What follows belongs to an exercise in optimizing a design on an open flow for small area, a short achievable clock period and few clock cycles; a production flow would make more cautious choices.
No run shown here included a check of the RTL's function; only the layout flow was run.
Power is estimated from default activity; no workload was simulated.

`design/flow/config.mk`:
```
export PLATFORM = sky130hd
export DESIGN_NAME = bitrat_enc
export DESIGN_NICKNAME = bitrat_enc
export VERILOG_FILES = /design/flow/design.v
export SDC_FILE = /design/flow/constraint.sdc
export NUM_CORES = 4
export LEC_CHECK = 0
export ABC_CLOCK_PERIOD_IN_PS = 2500
export CAP_MARGIN = 20
export CORE_MARGIN = 2
export CORE_UTILIZATION = 40
export SETUP_SLACK_MARGIN = 1.5
export SLEW_MARGIN = 20
```
`design/flow/constraint.sdc`:
```
create_clock -name core_clock -period 5.0 [get_ports {clk}]
set_input_delay 1.0000 -clock core_clock [delete_from_list [all_inputs] [get_ports {clk}]]
set_output_delay 1.0000 -clock core_clock [all_outputs]
set_load 0.01 [all_outputs]
```
`design/flow/design.v`:
```
module bitrat_enc (
    input  wire        clk,
    input  wire        rst,         
    input  wire        start,
    input  wire        prev_bit,
    input  wire [12:0] len,         
    output reg  [11:0] in_addr,
    input  wire [7:0]  in_data,
    output reg         out_we,
    output reg  [12:0] out_addr,
    output reg  [7:0]  out_data,
    output reg         busy,
    output reg         done,
    output reg  [7:0]  cmask,
    output reg  [3:0]  maskw,
    output wire [12:0] count,
    output wire        last
);
    localparam [2:0] S_IDLE = 3'd0,
                     S_B2   = 3'd1,   
                     S_B1   = 3'd2,   
                     S_RUN  = 3'd3,   
                     S_GW   = 3'd4,   
                     S_PW   = 3'd5,   
                     S_SW   = 3'd6,   
                     S_RB   = 3'd7;   
    reg [2:0]  st;
    reg [11:0] lm1;       
    reg [11:0] icur;      
    reg        lastb;     
    reg        fullp;     
    reg        f_gs, f_bs, f_ps, f_ss;       
    reg        f_ge, f_be, f_pe, f_se;       
    reg [7:0]  d;
    reg        d00, dff;  
    reg        mbit;      
    reg        mode;      
    reg [12:0] ocur;      
    reg [12:0] gpos, ppos, spos;
    reg        g_has, p_has, s_has;    
    reg        pend_pw, pend_sw;       
    reg [7:0]  gmask, pmask, smask;
    reg [5:0]  ln;        
    reg [12:0] ocur_b;    
    reg        p_has_b, s_has_b, mbit_b;
    assign count = ocur;
    assign last  = mbit;
    wire grp_end  = f_ge || lastb;
    wire blk_end  = fullp && f_be;
    wire pair_end = f_pe || lastb;
    wire sec_end  = f_se || lastb;
    wire esc_mode = mode && fullp;
    wire [7:0] gm_base = f_gs ? 8'd0 : gmask;
    wire [7:0] pm_base = f_ps ? 8'd0 : pmask;
    wire [7:0] sm_base = f_ss ? 8'd0 : smask;
    wire [5:0] ln_base = f_bs ? 6'd0 : ln;
    wire       lit     = mbit ? !dff : !d00;
    wire [7:0] gm_next = gm_base | (lit ? (8'h80 >> icur[2:0]) : 8'd0);
    wire       wr      = esc_mode || lit;
    wire       ng      = esc_mode ? f_bs : (lit && !g_has);
    wire       np      = wr && !p_has;
    wire       ns      = wr && !s_has;
    wire [12:0] o1     = ocur + 13'd1;
    wire [12:0] o2     = ocur + 13'd2;
    wire [12:0] o3     = ocur + 13'd3;
    wire [12:0] o4     = ocur + 13'd4;
    wire [12:0] waddr  = ns ? o3 : np ? o2 : ng ? o1 : ocur;
    wire [12:0] onext  = ns ? o4 : np ? o3 : ng ? o2 : o1;
    wire [5:0] ln_next = ln_base + {5'd0, lit} + {5'd0, lit && !g_has};
    wire       esc     = (ln_base > 6'd32) ||
                         (lit && ((ln_base >= 6'd32) || (!g_has && ln_base >= 6'd31)));
    wire       mism    = blk_end && (mode != esc);
    wire       p_act_n = p_has || wr;
    wire       s_act_n = s_has || wr;
    wire       gw      = grp_end && (esc_mode ? blk_end : lit);
    wire [7:0] pm_grp  = (grp_end && (gm_next != 8'd0)) ? (8'h80 >> icur[5:3]) : 8'd0;
    wire [7:0] pm_esc  = (blk_end && esc_mode && esc) ? (icur[5] ? 8'h0F : 8'hF0) : 8'd0;
    wire [7:0] sm_bit  = (pair_end && p_act_n && !mism) ? (8'h80 >> icur[8:6]) : 8'd0;
    wire [7:0] cm_bit  = (sec_end && s_act_n && !mism) ? (8'h80 >> icur[11:9]) : 8'd0;
    wire pw_run  = pair_end && p_act_n;
    wire sw_run  = sec_end && s_act_n;
    wire fin_run = gw || pw_run || sw_run || lastb;
    wire fin_st  = (st == S_GW) ? (pend_pw || pend_sw || lastb) :
                   (st == S_PW) ? (pend_sw || lastb) : lastb;
    wire stall   = (st == S_GW) || (st == S_PW) || (st == S_SW);
    wire step    = ((st == S_RUN) && !fin_run) || (stall && !fin_st);
    wire [11:0] inext   = icur + 12'd1;
    wire [6:0]  base_hi = icur[11:5] - {6'd0, f_bs};
    always @(posedge clk) begin
        if (rst) begin
            st     <= S_IDLE;
            busy   <= 1'b0;
            done   <= 1'b0;
            out_we <= 1'b0;
        end else begin
            done   <= 1'b0;
            out_we <= 1'b0;
            out_addr <= wr ? waddr : gpos;
            out_data <= wr ? d : gm_base;
            if (!stall) begin
                d   <= in_data;
                d00 <= (in_data == 8'h00);
                dff <= (in_data == 8'hFF);
            end
            if (step || st == S_B2 || st == S_B1)
                in_addr <= in_addr + 12'd1;
            if (step) begin
                icur  <= inext;
                lastb <= (inext == lm1);
                fullp <= (inext[11:6] != lm1[11:6]) || (lm1[5:0] == 6'h3F);
                f_gs  <= (icur[2:0] == 3'd7);
                f_bs  <= (icur[4:0] == 5'd31);
                f_ps  <= (icur[5:0] == 6'd63);
                f_ss  <= (icur[8:0] == 9'h1FF);
                f_ge  <= (icur[2:0] == 3'd6);
                f_be  <= (icur[4:0] == 5'd30);
                f_pe  <= (icur[5:0] == 6'd62);
                f_se  <= (icur[8:0] == 9'h1FE);
            end
            case (st)
                S_IDLE: begin
                    if (start) begin
                        lm1     <= len[11:0] - 12'd1;
                        maskw   <= len[12:9] + {3'd0, (len[8:0] != 9'd0)};
                        lastb   <= (len == 13'd1);
                        fullp   <= (len[12:6] != 7'd0);
                        f_gs    <= 1'b1;
                        f_bs    <= 1'b1;
                        f_ps    <= 1'b1;
                        f_ss    <= 1'b1;
                        f_ge    <= 1'b0;
                        f_be    <= 1'b0;
                        f_pe    <= 1'b0;
                        f_se    <= 1'b0;
                        g_has   <= 1'b0;
                        p_has   <= 1'b0;
                        s_has   <= 1'b0;
                        mbit    <= prev_bit;
                        mode    <= 1'b0;
                        icur    <= 12'd0;
                        in_addr <= 12'd0;
                        ocur    <= 13'd0;
                        cmask   <= 8'd0;
                        if (len == 13'd0) begin
                            done <= 1'b1;
                        end else begin
                            busy <= 1'b1;
                            st   <= S_B2;
                        end
                    end
                end
                S_B2: st <= S_B1;
                S_B1: st <= S_RUN;
                S_RB: begin
                    icur    <= {base_hi, 5'd0};
                    in_addr <= {base_hi, 5'd0};
                    lastb   <= 1'b0;
                    fullp   <= 1'b1;
                    f_gs    <= 1'b1;
                    f_bs    <= 1'b1;
                    f_ps    <= !base_hi[0];
                    f_ss    <= (base_hi[3:0] == 4'd0);
                    f_ge    <= 1'b0;
                    f_be    <= 1'b0;
                    f_pe    <= 1'b0;
                    f_se    <= 1'b0;
                    mode    <= ~mode;
                    ocur    <= ocur_b;
                    g_has   <= 1'b0;
                    p_has   <= p_has_b;
                    s_has   <= s_has_b;
                    mbit    <= mbit_b;
                    st      <= S_B2;
                end
                S_RUN: begin
                    if (f_bs && fullp) begin
                        ocur_b  <= ocur;
                        p_has_b <= p_has;
                        s_has_b <= s_has;
                        mbit_b  <= mbit;
                    end
                    if (ns) spos <= ocur;
                    if (np) ppos <= ns ? o1 : ocur;
                    if (ng) gpos <= ns ? o2 : np ? o1 : ocur;
                    if (lit) mbit <= d[0];
                    if (wr) ocur <= onext;
                    gmask   <= gm_next;
                    ln      <= ln_next;
                    g_has   <= !grp_end && (g_has || lit);
                    p_has   <= !pair_end && p_act_n;
                    s_has   <= !sec_end && s_act_n;
                    pend_pw <= pw_run;
                    pend_sw <= sw_run;
                    pmask   <= pm_base | pm_grp | pm_esc;
                    smask   <= sm_base | sm_bit;
                    cmask   <= cmask | cm_bit;
                    out_we  <= wr || (!esc_mode && g_has);
                    if (mism) begin
                        st <= S_RB;
                    end else if (gw) begin
                        st <= S_GW;
                    end else if (pw_run) begin
                        st <= S_PW;
                    end else if (sw_run) begin
                        st <= S_SW;
                    end else if (lastb) begin
                        done <= 1'b1;
                        busy <= 1'b0;
                        st   <= S_IDLE;
                    end
                end
                S_GW: begin
                    out_we   <= 1'b1;
                    out_addr <= gpos;
                    out_data <= esc_mode ? 8'h00 : gmask;
                    if (pend_pw) begin
                        st <= S_PW;
                    end else if (pend_sw) begin
                        st <= S_SW;
                    end else if (lastb) begin
                        done <= 1'b1;
                        busy <= 1'b0;
                        st   <= S_IDLE;
                    end else begin
                        st   <= S_RUN;
                    end
                end
                S_PW: begin
                    out_we   <= 1'b1;
                    out_addr <= ppos;
                    out_data <= pmask;
                    if (pend_sw) begin
                        st <= S_SW;
                    end else if (lastb) begin
                        done <= 1'b1;
                        busy <= 1'b0;
                        st   <= S_IDLE;
                    end else begin
                        st   <= S_RUN;
                    end
                end
                S_SW: begin
                    out_we   <= 1'b1;
                    out_addr <= spos;
                    out_data <= smask;
                    if (lastb) begin
                        done <= 1'b1;
                        busy <= 1'b0;
                        st   <= S_IDLE;
                    end else begin
                        st   <= S_RUN;
                    end
                end
                default: st <= S_IDLE;
            endcase
        end
    end
endmodule
```
`design/flow/run.sh`:
```
#!/bin/bash
# synth_recipe.tcl (not shown) runs the flow's synth.tcl, then flattens the netlist and writes it again
# the make line also repeats each setting of config.mk as NAME=value (left out here)
make -C /OpenROAD-flow-scripts/flow DESIGN_CONFIG=/design/flow/config.mk WORK_HOME=/design/flow/orfs CLKGATE_MAP_FILE= SYNTH_SCRIPT=/design/flow/synth_recipe.tcl finish
```
==> metrics list, run 1 <==
* Count of unique library cells instantiated by Yosys: 76
* Endpoint arrival time on the critical path: around 3.4 ns
- EDFF count, synth: 194
- Met1 wire length: around 16,000 um
* Setup slack, reg-to-reg: roughly 1.8 ns
* Clock sinks: 200
- The largest individual stage delay along the critical path comes from the cell a2111oi_0.
- For the worst flop-to-flop path, the logic depth is 8.
* Setup slack after layout: roughly 1.8 ns
- In the routed design, unresolved DRC markers number 0.
- Hold-critical path depth: 2
* Class of the tightest hold or removal check: flop to flop
- Mapped cell area: roughly 12,000 sq um
* Flip-flop and latch count after synthesis: 200
- Number of buffers between clock root and the deepest sink: 2
* # H-tree levels: 4
- The initialized floorplan defines 62 standard-cell rows.
* Gates resized, CTS repair: 0
* Final Max Slew Viols: 0
- For this configuration, the core starts out at a cell density of 0.405.
- In the global route stage, overall resource usage came out at 0.218.
- The routed design uses between 2000 and 3000 um of met3 wire.
* Wire length of the first global-routing pass: 52,200 um
- Clock insertion delay at the later pin of the skew report: approximately 0.44 ns
- Top metal layer carrying routed signals: met4
- Post-synthesis area per instance: slightly above 10 sq um
- Antenna cell count: 0
* Startpoint types: flop
* Sequence of cells on the critical path: mux2i_2, buf_4, inv_1, a21oi_1, a2111oi_0, nor3_1, xnor2_1, a21oi_1
* Synthesized instance count: roughly 1,200
- Via count of the routed design: 9,368
- Timing analysis after detailed placement gives a worst setup slack of 1.53 ns.
- Entering global routing, the biggest net connects 57 pins.
* Proportion of synthesized flip-flops having asynchronous set or reset: 0
- Maximum operating frequency: 314 MHz
- Fill cell total of the finished layout: around 2,700
- Number of buffers inserted by hold repair at cts: 0
* Critical path's top delay family: compound AO/OA/AOI/OAI gates
* Number of buffers inserted to repair setup after CTS: 0
* Library cell used as clock root buffer: clkbuf_16
- Required time at the worst-slack endpoint: slightly above 5 ns
* RePlAce Congestion: slightly above 0.9
* Transition time at the pin with the least slew margin: 1.03 ns
- 87 I/O pins were placed.
- The critical path contains buffers and inverters numbering 2 combined.
* Vias in the first global route: ~9,000
- Cell occurring most often along the worst timing path: a21oi_1
* TritonCTS clock tree: done
- Setup violations remaining at the end of the flow were counted as 0.
* Met2 layer wire length in the routed design: ~14,000 um
* Compound-cell area share of the yosys netlist: 0.162
- Summed over all instances, the cell type with the most area after synthesis is edfxtp_1.
- Subtracting the final worst setup slack from the clock period gives between 3 and 4 ns.
- XOR/XNOR share of the synthesized area: 0.0677
* Vias per cell: between 5 and 6
- Post-Synth Adder-Cell Area: 0.0265
- Clock skew: ~0.012 ns
- After the first detailed-routing iteration, the DRC count stood at ~1,300.
- Chip Width: around 170 um
- In the final design database the tool counted roughly 1,200 nets.
* Largest stage delay, worst path: a little under 0.9 ns
- Of the post-synthesis cell area, the part taken by muxes is 0.0237.
- Antenna violations before repair: 0
- Sorting the synthesized cells by area gives the leading types as edfxtp_1 (50%), xnor2_1 (5.2%), nand2_1 (3.8%).
- Nets in the synthesized netlist: approximately 1,200
- Total die area: around 30,000 sq um
* Clock slew at reported path FFs: around 0.070 ns
- Counting the buffers created by CTS gives 17.
* Setup tns final: 0 ns
- After floorplanning, the core was sized to cover 28,700 sq um.
- Total number of cells along the worst setup path: 8
* Antenna Nets Post-Route: 0
* Status: complete, no violations
* Critical Path End Type: flop
* Power Density: around 320 nW/um^2
- Leakage power figure: ~4.5 nW
- Area growth from synthesis to layout: 15.5%
- Headroom to the max-slew limit came out at 0.294.
- Routed wire length per instance: slightly above 20 um
- Critical path fanouts, max: 20
- In this run the tool buffered the top-level ports with 86 buffer cells.
- Remaining global-route overflow: 0
- Fraction of final layout cells with drive strength greater than 1: 0.0671
- The routed design has about 33,000 um of wire.
- DP Wirelength: between 20,000 and 25,000 um
- Final critical-path share of the clock period: 0.636
- Setup repair after global routing left no endpoint under its margin.
- The worst setup path is of the flop to flop kind.
- Most used flip-flop cell after synthesis: edfxtp_1
- The die is approximately 170 um tall.
- By area, the combinational part of the netlist is dominated by simple AND/OR/NAND/NOR gates.
- The share of synthesized area in the top cell type comes to 0.501.
- The first detailed-routing pass ran for 6 iterations.
- The worst-case IR drop observed on VDD is 0.212 mV.
- Of the total synthesized cell area, the portion taken by AND, OR, NAND and NOR gates is 0.165.
- Hold Violations, Final: 0
* Reported max-cap violation count: 0
- Fraction of the yosys area taken by sequential cells: 0.511
- For this run, the number of Yosys warnings is 1.
[layer usage]
| metal | vias up | GRT usage |
|---|---|---|
| li1 | 4376 | - |
| met1 | 4537 | 0.337 |
| met2 | 424 | 0.315 |
| met3 | 31 | 0.0413 |
| met4 | 0 | 0.0479 |
| met5 | - | 0 |
[flip-flops by register name (all words and copies together) (netlist names), 12 cells and up]
name      count
out_addr     13
in_addr      12
icur         12
gpos         13
ocur         13
spos         13
lm1          12
ppos         13
ocur_b       13
[cell families (layout without fill, tap and decap cells)]
group / count (synthesis) / count (layout)
multiplexers: 26 / 26
adder cells (fa/ha/maj): 24 / 24
buffers and inverters: 123 / 179
AO/OA/AOI/OAI: 289 / 289
flip-flops: 200 / 200
XOR/XNOR: 90 / 90
AND/OR/NAND/NOR: 399 / 399
[cell usage in the layout (no fill, tap or decap), drive strengths merged, types with 6 or more instances in the layout]
master / n
and2: 7
a211oi: 14
a31oi: 15
o22ai: 35
o211ai: 9
nand2: 118
a22o: 6
mux2: 12
nor3: 32
nand2b: 11
nor2b: 13
a21o: 6
inv: 48
a22oi: 8
edfxtp: 194
dfxtp: 6
nand3: 39
nand3b: 6
nor4: 15
clkdlybuf4s50: 86
xor2: 21
nor2: 97
o21ai: 63
nand4: 17
or4: 7
xnor2: 69
ha: 23
clkinv: 6
nor3b: 6
a21oi: 74
and3: 16
mux2i: 14
a21boi: 7
a311oi: 6
buf: 16
clkbuf: 17
[final cells by class]
| class | count | area [sq um] | area share |
|---|---|---|---|
| multi-input cells | 828 | 5220 | 0.388 |
| well taps | 384 | 480 | 0.0357 |
| clock inverters | 15 | 215 | 0.0160 |
| flip-flops and latches | 200 | 5950 | 0.443 |
| repair buffers | 102 | 981 | 0.0730 |
| inverters | 45 | 173 | 0.0128 |
| clock buffers | 17 | 425 | 0.0316 |
[power breakdown]
group	internal, W	total (W)	switching, W
sequential	0.00196	0.00210	0.000137
clock	0.000853	0.00152	0.000672
combinational	0.000306	0.000736	0.000430
[cells in the mapped netlist (7+ instances only)]
master	n
ha_1	23
o22ai_1	35
clkbuf_1	55
o21ai_0	58
buf_2	12
mux2_2	11
nor2b_1	13
a21oi_1	74
nand4_1	17
nand2b_1	11
nor3_1	32
inv_1	44
nor2_1	96
edfxtp_1	194
and3_1	16
mux2i_1	14
buf_1	7
a211oi_1	13
xor2_1	21
a31oi_1	15
nor4_1	15
xnor2_1	69
or4_1	7
nand2_1	118
nand3_1	39
o211ai_1	8
a22oi_1	8
[metrics by stage]
stage	hold slack (ns)	util	std cells	instance area, sq um	total power, W
final	0.528	0.468	1591	13400	0.00436
after global routing	0.568	0.468	1591	13400	0.00452
after CTS	0.527	0.468	1591	13400	0.00437
after detailed placement	0.508	0.446	1559	12800	0.00286
after global placement	0.508	0.445	1559	12800	0.00285
after floorplan	0.496	-	1151	11600	0.00256
[tightest hold or removal path, cell delays in order, from the launching register on]
cell and delay (ns):
edfxtp_1 0.32, nand2_1 0.04, o21ai_0 0.06
[final timing paths]
path	start	end
worst min-delay path	ocur_b[7]	ocur[7]
worst max-delay path	mbit	ocur[6]
worst min register to register	ocur_b[7]	ocur[7]
worst max register to register	mbit	ocur[6]
==> run 2, diff against run 1 <==
==> design/flow/config.mk (replaced) <==
export PLATFORM = sky130hd
export DESIGN_NAME = bitrat_enc
export DESIGN_NICKNAME = bitrat_enc
export VERILOG_FILES = /design/flow/design.v
export SDC_FILE = /design/flow/constraint.sdc
export NUM_CORES = 4
export LEC_CHECK = 0
export ABC_CLOCK_PERIOD_IN_PS = 2000
export CAP_MARGIN = 20
export CORE_MARGIN = 2
export CORE_UTILIZATION = 40
export SETUP_SLACK_MARGIN = 0
export SLEW_MARGIN = 20
==> metrics list, run 2 <==
- Status: complete, no violations
* Clock insertion delay at the later pin of the skew report: about 0.44 ns
- The congestion estimate from routability-driven global placement came to around 0.92.
* Number of CTS-inserted buffers: 17
- The detailed router finished its first iteration with ~1,100 violations.
- Startpoint types: flop
- Number of buffers between clock root and the deepest sink: 2
* Top post-synthesis cells by count: edfxtp_1 (194), nand2_1 (118), nor2_1 (96), a21oi_1 (74), xnor2_1 (69)
* Area growth from synthesis to layout: 14.9%
* Clock skew: between 0.01 and 0.015 ns
* CORE AREA: 28,700 sq um
- Across every metal layer, demand over resource in global routing totals 0.218.
- For this design, the sink count on the clock tree is 200.
- STA puts the critical path data required time at just over 5 ns.
- edfxtp_1 is the most common cell in the netlist.
- Total I/O pin count: 87
- Summed over all cells, the static leakage comes to about 4.5 nW.
- Antenna violations before repair: 0
* Setup tns final: 0 ns
* Hold_sp: mbit
- Across the run, the number of max-cap violations was 0.
- Finished layout cell area: approximately 13,000 sq um
- Count of buffer and inverter cells on the critical path: 2
* Count of unique library cells instantiated by Yosys: 76
- Library cell used as clock root buffer: clkbuf_16
- Mapped cell area: 11,600 sq um
* Final standard cell utilization of the core: 0.466
- In this run the critical register-to-register path is launched from mbit.
- Vias in the first global route: 8,823
- Port-buffer cells: 86
- Fraction of the yosys area taken by sequential cells: 0.511
- TritonCTS built the clock tree.
- For this block, the via count after detailed routing is 9,404.
- Of the cells placed in the final design, the portion with a size suffix greater than 1 is 0.0655.
* Count of endpoints failing setup in the final report: 0
- Number of buffers inserted to repair setup after CTS: 0
* Vias per cell: just under 6
* Most used flip-flop cell after synthesis: edfxtp_1
- The kind of cell with the highest combined delay along the critical path is compound AO/OA/AOI/OAI gates.
- Nets in the synthesized netlist: roughly 1,200
- The total overflow left after global routing is 0.
* Maximum operating frequency: approximately 320 MHz
- Starting Density: 0.405
- Entering global routing, the biggest net connects 57 pins.
- Cell occurring most often along the worst timing path: a21oi_1
- Setup repair after global routing left no endpoint under its margin.
- The die covers roughly 30,000 sq um.
- Class of the tightest hold or removal check: flop to flop
- The library cell used most frequently in the layout, excluding fill and tap cells, is edfxtp_1.
* Post-layout power: 0.00419 W
- Sequence of cells on the critical path: mux2i_2, buf_4, inv_1, a21oi_1, a2111oi_0, nor3_1, xnor2_1, a21oi_1
* Most used cells in the layout excluding fill and tap cells: edfxtp_1 (194), nand2_1 (118), nor2_1 (95)
* Minimum clock period after layout: 3.10 ns
- In this run the horizontal extent of the chip is approximately 170 um.
- Wire length after detailed routing: 33,100 um
- Slowest-stage cell, CP: a2111oi_0
- Antenna cell count: 0
- Gates resized, CTS repair: 0
- Placed cell area: 12,800 sq um
- VDD IR-drop max: around 0.22 mV
* Remaining routing DRC violations: 0
- Cell types with the largest area share after synthesis: edfxtp_1 (50%), xnor2_1 (5.2%), nand2_1 (3.8%)
* Worst slew slack as a fraction of its limit: 0.303
- Synthesis inferred 200 register bits.
- Setup slack closes at roughly 1.9 ns.
- Wire length of the first global-routing pass: 52,100 um
- Antenna Nets Post-Route: 0
- The number of max-slew violations in the final report was 0.
- Power Density: between 300 and 400 nW/um^2
- Launch point of the worst path: mbit
* Final critical-path share of the clock period: 0.619
* DR pass1 iterations: 6
* Largest stage delay, worst path: approximately 0.79 ns
* Hold Violations, Final: 0
* EDFF count, synth: just under 200
- After clock tree synthesis, the clock-pin slew on the worst setup and hold paths is ~0.07 ns.
- Post-synthesis area per instance: 10.1 sq um
- Fraction of synthesized cell area taken by the top area cell type: 0.501
- Transition time at the pin with the least slew margin: between 1 and 1.5 ns
- Std-Cell Rows: between 60 and 70
- After synthesis, the share of flip-flops with an asynchronous set or reset is 0.
* Endpoint arrival time on the critical path: about 3.3 ns
- At the end of the flow, the number of nets in the layout was approximately 1,200.
- In this run the vertical extent of the chip is 175 um.
* Critical Path End Type: flop
- Number of buffers inserted by hold repair at cts: 0
* Routed wire length per instance: 20.8 um
- Count of warnings emitted by yosys: 1
* DP Wirelength: between 20,000 and 25,000 um
- edfxtp_1 takes more of the synthesized area than any other cell.
* # H-tree levels: 4
- Timing analysis after detailed placement gives a worst setup slack of approximately 1.7 ns.
- After filler insertion, the fill cell instance count of the layout stands at about 2,800.
- CP Class: flop to flop
- Critical path fanouts, max: 20
- Synthesized instance count: between 1,000 and 1,500
run 2: cell counts after synthesis:
Identical to the previous run, type by type.
run 2: power breakdown:
part | internal, W | leakage (nW) | total [W] | switching [W]
clock network | 0.000698 | 0.261 | 0.00136 | 0.000665
registers | 0.00196 | 1.88 | 0.00209 | 0.000132
logic | 0.000307 | 2.35 | 0.000742 | 0.000434
run 2: cells by family after synthesis:
kind of cell,Yosys count,synth area share
muxes,26,0.0237
DFF,200,0.511
adders and majority gates,24,0.0265
and+or+nand+nor,399,0.165
AOI/OAI and AO/OA,289,0.162
xor gates and xnor gates,90,0.0677
buffers and inverters,123,0.0436
run 2: area by class of cell:
| cell class | instances | area, sq um | share of cell area |
|---|---|---|---|
| clock buffers | 17 | 425 | 0.0318 |
| clock inverters | 14 | 140 | 0.0105 |
| inverters | 45 | 169 | 0.0126 |
| multi-input cells | 828 | 5220 | 0.390 |
| flip-flops and latches | 200 | 5950 | 0.445 |
| well taps | 384 | 480 | 0.0359 |
| repair buffers | 103 | 988 | 0.0739 |
run 2: routing by layer:
metal  global-route usage  share of wire  vias to the layer above  wire, um
met1                0.336           0.47                     4549     15600
met5                    0              0                        -         0
li1                     -              -                     4369         -
met3               0.0451          0.086                       41      2850
met4               0.0583          0.017                        0       559
met2                0.310           0.43                      445     14100
run 2: path summary, 6_finish.rpt:
| kind | endpoint | slack, ns | cells past startpoint |
|---|---|---|---|
| worst max-delay path | ocur[6] | 1.90 | 8 |
| worst min register to register | mbit_b | 0.53 | 0 |
| worst min-delay path | mbit_b | 0.53 | 0 |
| worst max register to register | ocur[6] | 1.90 | 8 |
run 2: stage by stage:
step | instances | hold WS (ns)
2_1_floorplan | 1151 | 0.496
3_3_place_gp | 1560 | 0.505
3_5_place_dp | 1560 | 0.519
4_1_cts | 1591 | 0.538
5_1_grt | 1591 | 0.559
6_report | 1591 | 0.535

[what the ideal ports hide]
In the flow no input, the clock included, has a driving cell. The finished layouts below were timed again as built, in two steps. Step 1: set_driving_cell puts a clkbuf_16 on clk and a buf_2 on each other input, an assumption about the parent block. Step 2 also shifts input and output timing later by t, the mid clock arrival at the registers, as if the neighbouring blocks saw the same clock. Three values: no drivers, after step 1, after step 2; two values: the first two.
run | t (ns) | slack for setup (ns) | clock arrival spread, ns
run 1 | 0.486 | 1.819 / 1.819 / 1.529 | 0.013 / 0.014
run 2 | 0.484 | 1.905 / 1.905 / 1.622 | 0.014 / 0.014
After both steps every run listed still meets setup and hold. For run 1, which loses most, drivers alone change the setup slack by 0.000 ns; drivers and shift together by -0.290 ns.
